From an optimization exercise on the open Yosys and OpenROAD flow, aimed at small area; shortcuts taken in it are not production practice. RTL that was checked went through simulation tests only; none was proved equivalent to the original. No driver is modelled on the clock port, so clocking that relies on it looks cheaper here than on a real chip. Power and IR drop assume default switching activity.

== v55 ==
Design fstc, start of the top module:
module fstc (
    input  wire        clk,
    input  wire        rst,
    input  wire        start,
    input  wire        tick,
    input  wire        rsp_valid,
    input  wire [1:0]  rsp_kind,
    input  wire [7:0]  rsp_b0,
    input  wire [7:0]  rsp_b1,
    output reg         rd_req,
    output wire [1:0]  rd_len,
    output wire        busy,
    output wire        valid,
    output wire        failed,
    output wire [2:0]  err,
    output wire [15:0] sr0,
    output wire [15:0] sr1,
    output wire [15:0] sr2,
    output wire [15:0] sr3,
    output wire [15:0] sr4,
    output wire [15:0] sr5,
    output wire [15:0] sr6,
    output wire [15:0] sr7,
    output wire [15:0] sr8,
    output wire [15:0] sr9,
    output wire [15:0] sr10,
    output wire [15:0] sr11,
    output wire [15:0] sr12,
    output wire [15:0] sr13,
    output wire [15:0] sr14,
    output wire [15:0] sr15
);
Size in the first run: ~230 flip-flops, about 290 I/O pins, roughly 9600 µm² of cells after synthesis.
==> flow/config.mk <==
export PLATFORM = sky130hd
export DESIGN_NAME = fstc
export DESIGN_NICKNAME = fstc
export VERILOG_FILES = /design/flow/design.v
export SDC_FILE = /design/flow/constraint.sdc
export NUM_CORES = 4
export LEC_CHECK = 0
export CAP_MARGIN = 20
export CORE_MARGIN = 2
export CORE_UTILIZATION = 55
export PLACE_DENSITY = 0.7
export SLEW_MARGIN = 20
==> flow/constraint.sdc <==
create_clock -name core_clock -period 12.0 [get_ports {clk}]
set_input_delay 2.4000 -clock core_clock [delete_from_list [all_inputs] [get_ports {clk}]]
set_output_delay 2.4000 -clock core_clock [all_outputs]
set_load 0.01 [all_outputs]
run.sh (not shown) runs the stock make flow with config.mk's settings and CLKGATE_MAP_FILE= SYNTH_SCRIPT=/design/flow/synth_recipe.tcl, a recipe that flattens the netlist after the stock synthesis.
diff inputs: v55 => v11
Settings: an added CTS_BUF_LIST of sky130_fd_sc_hd__clkbuf_8; an added CTS_CLUSTER_DIAMETER of 60; an added CTS_CLUSTER_SIZE of 20.
## What came out
Diff v55 -> v11 | number of inserted filler cells in the final layout | up by a few percent
The post-route minimum period number comes out higher for v11 vs v55.
Compared to v55, v11 has count of clock buffers in the final design 23 lower.
On maximum operating frequency, v55 tracks v11 almost exactly.
Diff v55..v11 | sequential-to-total area share from yosys stat | unchanged
Input changes introduced in v46 (baseline for comparison: v11):
Settings: clearing CTS_CLUSTER_DIAMETER, which used to be 60; clearing CTS_CLUSTER_SIZE, which used to be 20; swapping sky130_fd_sc_hd__clkbuf_8 for sky130_fd_sc_hd__clkbuf_4 in CTS_BUF_LIST.
Findings:
In the tables for v46 and v11, clock-buffer cell count reads higher with v46. v46 vs. v11: combinational fraction of design power decreased 0.5 points; critical path depth essentially unchanged; final-layout fill cell count essentially unchanged.
diff inputs: v46 => v3
Settings: CTS_BUF_LIST no longer set, was sky130_fd_sc_hd__clkbuf_4.
==> flow/flow/run.sh (new file) <==
#!/bin/bash
# Standard synthesis and layout (standard.sh), with two layout choices changed:
#  - each port gets a buf_1 as its port buffer instead of the default pick;
#  - CTS builds the tree from clkbuf_4 cells and adds no dummy loads.
# make's full output goes to flow.log here; ORFS keeps each step's log under orfs/logs/.
set -euo pipefail
bash standard.sh \
  "BUFFER_PORTS_ARGS=-buffer_cell sky130_fd_sc_hd__buf_1" \
  "CTS_ARGS=-sink_clustering_enable -repair_clock_nets -buf_list sky130_fd_sc_hd__clkbuf_4 -dont_use_dummy_load" \
  finish > flow.log 2>&1
==> flow/standard.sh (new file) <==
#!/bin/bash
# synth_recipe.tcl (not shown) runs the flow's synth.tcl, then flattens the netlist and writes it again
# the make line also repeats each setting of config.mk as NAME=value (left out here)
make -C /OpenROAD-flow-scripts/flow DESIGN_CONFIG=/design/flow/config.mk WORK_HOME=/design/flow/orfs CLKGATE_MAP_FILE= SYNTH_SCRIPT=/design/flow/synth_recipe.tcl "${@:-finish}"
removed: flow/run.sh
### Flow results
v3 vs. v46: cell area after technology mapping did not really move, total global-route track usage lost 2.2 points.
Looking only at setup slack, and setting everything else aside, the higher value of v46 and v3 goes to v3.
Re number of failing setup endpoints in the final timing report: no difference whatsoever between v3 and v46.
No functional check of the RTL was part of any run of this note.

---

fstc, a different RTL version from the one above (not shown whole).
Size: ~230 flip-flops, about 290 I/O pins, roughly 9100 um^2 of cells after synthesis.
==> flow/config.mk <==
export PLATFORM = sky130hd
export DESIGN_NAME = fstc
export DESIGN_NICKNAME = fstc
export VERILOG_FILES = /design/flow/design.v
export SDC_FILE = /design/flow/constraint.sdc
export NUM_CORES = 4
export LEC_CHECK = 0
export CAP_MARGIN = 0
export CORE_MARGIN = 2
export CORE_UTILIZATION = 55
export GPL_ROUTABILITY_DRIVEN = 0
export GPL_TIMING_DRIVEN = 0
export PLACE_DENSITY = 0.7
export SLEW_MARGIN = 0
==> flow/constraint.sdc <==
create_clock -name core_clock -period 12.0 [get_ports {clk}]
set_input_delay 2.4000 -clock core_clock [delete_from_list [all_inputs] [get_ports {clk}]]
set_output_delay 2.4000 -clock core_clock [all_outputs]
set_load 0.01 [all_outputs]
standard.sh (not shown) runs the stock make flow with config.mk's settings and CLKGATE_MAP_FILE= SYNTH_SCRIPT=/design/flow/synth_recipe.tcl, a recipe that flattens the netlist after the stock synthesis.
==> flow/flow/run.sh <==
#!/bin/bash
# Standard synthesis and layout (standard.sh), with these choices changed:
#  - synthesis maps the combinational logic with an area-oriented ABC script
#    (flow/abc.script, used in place of ORFS's abc_speed.script; every other
#    synthesis step, and so every register, is the standard one);
#  - each port gets a buf_1 as its port buffer instead of the default pick;
#  - CTS builds the tree from clkbuf_8 cells in clusters of up to 16 sinks
#    and adds no dummy loads;
#  - after CTS, cells with spare slack are downsized (flow/post_cts.tcl).
# make's full output goes to synth.log and flow.log here; ORFS keeps each
# step's log under orfs/logs/.
set -euo pipefail
F=$(pwd)/flow
cp -r "$FLOW_HOME/scripts" scripts_abc
cp "$F/abc.script" scripts_abc/abc_speed.script
bash standard.sh "SCRIPTS_DIR=$(pwd)/scripts_abc" synth > synth.log 2>&1
bash standard.sh \
  "BUFFER_PORTS_ARGS=-buffer_cell sky130_fd_sc_hd__buf_1" \
  "CTS_ARGS=-sink_clustering_enable -repair_clock_nets -buf_list sky130_fd_sc_hd__clkbuf_8 -sink_clustering_size 16 -sink_clustering_max_diameter 80 -dont_use_dummy_load" \
  "POST_CTS_TCL=$F/post_cts.tcl" \
  finish > flow.log 2>&1
==> flow/flow/abc.script <==
&get -n
&st
&dch -f
&nf -R 1000 -p -a -F 8 -A 4
&put
topo
dnsize -c
==> flow/flow/post_cts.tcl <==
# Swap cells that have slack to spare for smaller ones.
estimate_parasitics -placement
repair_timing -recover_power 100 -setup_margin 0
report_design_area
==> next run, changes <==
==> flow/run.sh (new file) <==
#!/bin/bash
# synth_recipe.tcl (not shown) runs the flow's synth.tcl, then flattens the netlist and writes it again
# the make line also repeats each setting of config.mk as NAME=value (left out here)
make -C /OpenROAD-flow-scripts/flow DESIGN_CONFIG=/design/flow/config.mk WORK_HOME=/design/flow/orfs CLKGATE_MAP_FILE= SYNTH_SCRIPT=/design/flow/synth_recipe.tcl finish
--- a/flow/config.mk
+++ b/flow/config.mk
@@ -7,8 +7,9 @@
 export LEC_CHECK = 0
-export CAP_MARGIN = 0
+export CAP_MARGIN = 20
 export CORE_MARGIN = 2
 export CORE_UTILIZATION = 55
-export GPL_ROUTABILITY_DRIVEN = 0
-export GPL_TIMING_DRIVEN = 0
+export CTS_BUF_LIST = sky130_fd_sc_hd__clkbuf_8
+export CTS_CLUSTER_DIAMETER = 60
+export CTS_CLUSTER_SIZE = 16
 export PLACE_DENSITY = 0.7
-export SLEW_MARGIN = 0
+export SLEW_MARGIN = 20
removed: flow/flow/run.sh
removed: flow/flow/abc.script
removed: flow/flow/post_cts.tcl
removed: flow/standard.sh
What happened: Core utilization rose by 9.8 points; critical path depth fell by 1; sequential power is about the same; synthesized area rose by 3.2%; die area rose by 3.1%; total power rose by 2.4%; global-route usage rose by 3.4 points; first-iteration DRC count rose by about 23%; register-to-register slack improves by 890 ps.
==> next run, changes <==
==> flow/flow/run.sh (new file) <==
#!/bin/bash
# Standard synthesis and layout (standard.sh), with two layout choices changed:
#  - each port gets a buf_1 as its port buffer instead of the default pick;
#  - CTS builds the tree from clkbuf_8 cells in clusters of up to 16 sinks
#    and adds no dummy loads.
# make's full output goes to flow.log here; ORFS keeps each step's log under orfs/logs/.
set -euo pipefail
bash standard.sh \
  "BUFFER_PORTS_ARGS=-buffer_cell sky130_fd_sc_hd__buf_1" \
  "CTS_ARGS=-sink_clustering_enable -repair_clock_nets -buf_list sky130_fd_sc_hd__clkbuf_8 -sink_clustering_size 16 -sink_clustering_max_diameter 80 -dont_use_dummy_load" \
  finish > flow.log 2>&1
==> flow/standard.sh (new file) <==
#!/bin/bash
# synth_recipe.tcl (not shown) runs the flow's synth.tcl, then flattens the netlist and writes it again
# the make line also repeats each setting of config.mk as NAME=value (left out here)
make -C /OpenROAD-flow-scripts/flow DESIGN_CONFIG=/design/flow/config.mk WORK_HOME=/design/flow/orfs CLKGATE_MAP_FILE= SYNTH_SCRIPT=/design/flow/synth_recipe.tcl "${@:-finish}"
--- a/flow/config.mk
+++ b/flow/config.mk
@@ -10,5 +10,2 @@
 export CORE_UTILIZATION = 55
-export CTS_BUF_LIST = sky130_fd_sc_hd__clkbuf_8
-export CTS_CLUSTER_DIAMETER = 60
-export CTS_CLUSTER_SIZE = 16
 export PLACE_DENSITY = 0.7
removed: flow/run.sh
- sequential share of layout area rose by 8.5 points
- utilization fell by 11 points
- design area fell by 14%
- total power fell by 2.2%
- worst setup slack is better by 830 ps
- die area is unchanged
- non-clock buffer count rose by 3
- register-to-register slack is better by 110 ps
- wire length fell by 7.7%
- sequential power stays flat
==> next run, changes <==
==> flow/flow/run.sh (replaced) <==
#!/bin/bash
# Standard synthesis and layout (standard.sh), with these choices changed:
#  - synthesis maps the combinational logic with an area-oriented ABC script
#    (flow/abc.script, used in place of ORFS's abc_speed.script; every other
#    synthesis step, and so every register, is the standard one);
#  - each port gets a buf_1 as its port buffer instead of the default pick;
#  - CTS builds the tree from clkbuf_8 cells in clusters of up to 16 sinks
#    and adds no dummy loads;
#  - after CTS, cells with spare slack are downsized (flow/post_cts.tcl).
# make's full output goes to synth.log and flow.log here; ORFS keeps each
# step's log under orfs/logs/.
set -euo pipefail
F=$(pwd)/flow
cp -r "$FLOW_HOME/scripts" scripts_abc
cp "$F/abc.script" scripts_abc/abc_speed.script
bash standard.sh "SCRIPTS_DIR=$(pwd)/scripts_abc" synth > synth.log 2>&1
bash standard.sh \
  "BUFFER_PORTS_ARGS=-buffer_cell sky130_fd_sc_hd__buf_1" \
  "CTS_ARGS=-sink_clustering_enable -repair_clock_nets -buf_list sky130_fd_sc_hd__clkbuf_8 -sink_clustering_size 16 -sink_clustering_max_diameter 80 -dont_use_dummy_load" \
  "POST_CTS_TCL=$F/post_cts.tcl" \
  finish > flow.log 2>&1
==> flow/flow/abc.script (new file) <==
&get -n
&st
&dch -f
&nf -R 1000 -p -a -F 8 -A 4
&put
topo
dnsize -c
==> flow/flow/post_cts.tcl (new file) <==
# Swap cells that have slack to spare for smaller ones.
estimate_parasitics -placement
repair_timing -recover_power 100 -setup_margin 0
report_design_area
--- a/flow/config.mk
+++ b/flow/config.mk
@@ -7,6 +7,6 @@
 export LEC_CHECK = 0
-export CAP_MARGIN = 20
+export CAP_MARGIN = 0
 export CORE_MARGIN = 2
-export CORE_UTILIZATION = 55
-export PLACE_DENSITY = 0.7
-export SLEW_MARGIN = 20
+export CORE_UTILIZATION = 70
+export PLACE_DENSITY = 0.85
+export SLEW_MARGIN = 0
Worst setup slack got worse by 860 ps; global-route usage rose by 7.5 points; wire length increases by about 4.4%; via count climbs by 6.0%; die area goes down by 23%; utilization goes up by 19 points; total power went down by about 0.5%.
==> next run, changes <==
==> flow/run.sh (new file) <==
#!/bin/bash
# synth_recipe.tcl (not shown) runs the flow's synth.tcl, then flattens the netlist and writes it again
# the make line also repeats each setting of config.mk as NAME=value (left out here)
make -C /OpenROAD-flow-scripts/flow DESIGN_CONFIG=/design/flow/config.mk WORK_HOME=/design/flow/orfs CLKGATE_MAP_FILE= SYNTH_SCRIPT=/design/flow/synth_recipe.tcl finish
--- a/flow/config.mk
+++ b/flow/config.mk
@@ -9,4 +9,7 @@
 export CORE_MARGIN = 2
-export CORE_UTILIZATION = 70
-export PLACE_DENSITY = 0.85
+export CORE_UTILIZATION = 55
+export CTS_BUF_LIST = sky130_fd_sc_hd__clkbuf_8
+export CTS_CLUSTER_DIAMETER = 60
+export CTS_CLUSTER_SIZE = 16
+export PLACE_DENSITY = 0.7
 export SLEW_MARGIN = 0
removed: flow/flow/run.sh
removed: flow/flow/abc.script
removed: flow/flow/post_cts.tcl
removed: flow/standard.sh
Outcome:
- setup slack is better by 53 ps
- wire length rose by a few percent
- maximum frequency climbs slightly

[separate check: timing with driven ports]
In the flow no input, the clock included, has a driving cell. The finished layouts below were timed again as built, in two steps. Step 1, drivers: a clkbuf_16 drives clk and a buf_2 each remaining input, both assumed. Step 2 times the ports against the registers' clock, not the clock port: input delays grow and output delays shrink by t, the midpoint of the rising clock arrivals with the driver on. Three values: no drivers, after step 1, after step 2; two values: the first two.
| run | t (ns) | setup slack, ns | hold WS [ns] | worst setup path at the end | worst register clock-pin slew, ns |
|---|---|---|---|---|---|
| v55 | 0.546 | 2.929 / 2.951 / 2.406 | 0.443 / 0.443 / 0.443 | input to register | 0.06 / 0.06 |
| v11 | 0.541 | 2.924 / 2.941 / 2.400 | 0.446 / 0.446 / 0.446 | input to register | 0.12 / 0.12 |
| v46 | 0.664 | 3.035 / 3.054 / 2.390 | 0.441 / 0.441 / 0.441 | input to register | 0.07 / 0.07 |
| v3 | 0.653 | 3.677 / 3.695 / 3.042 | 0.394 / 0.394 / 0.394 | input to register | 0.06 / 0.06 |
| the first run of note 2 | 0.524 | 2.978 / 2.989 / 2.465 | 0.452 / 0.452 / 0.452 | input to register | 0.10 / 0.10 |
| the second run of note 2 | 0.544 | 3.064 / 3.080 / 2.537 | 0.453 / 0.453 / 0.453 | input to register | 0.10 / 0.10 |
| the third run of note 2 | 0.542 | 3.897 / 3.918 / 3.376 | 0.440 / 0.440 / 0.440 | input to register | 0.10 / 0.10 |
| the fourth run of note 2 | 0.522 | 3.040 / 3.055 / 2.532 | 0.410 / 0.410 / 0.410 | input to register | 0.11 / 0.11 |
| the fifth run of note 2 | 0.546 | 3.093 / 3.109 / 2.564 | 0.453 / 0.453 / 0.453 | input to register | 0.10 / 0.10 |
After both steps every run listed still meets setup and hold. For v46, which loses most, drivers alone change the setup slack by +0.019 ns; drivers and shift together by -0.645 ns.
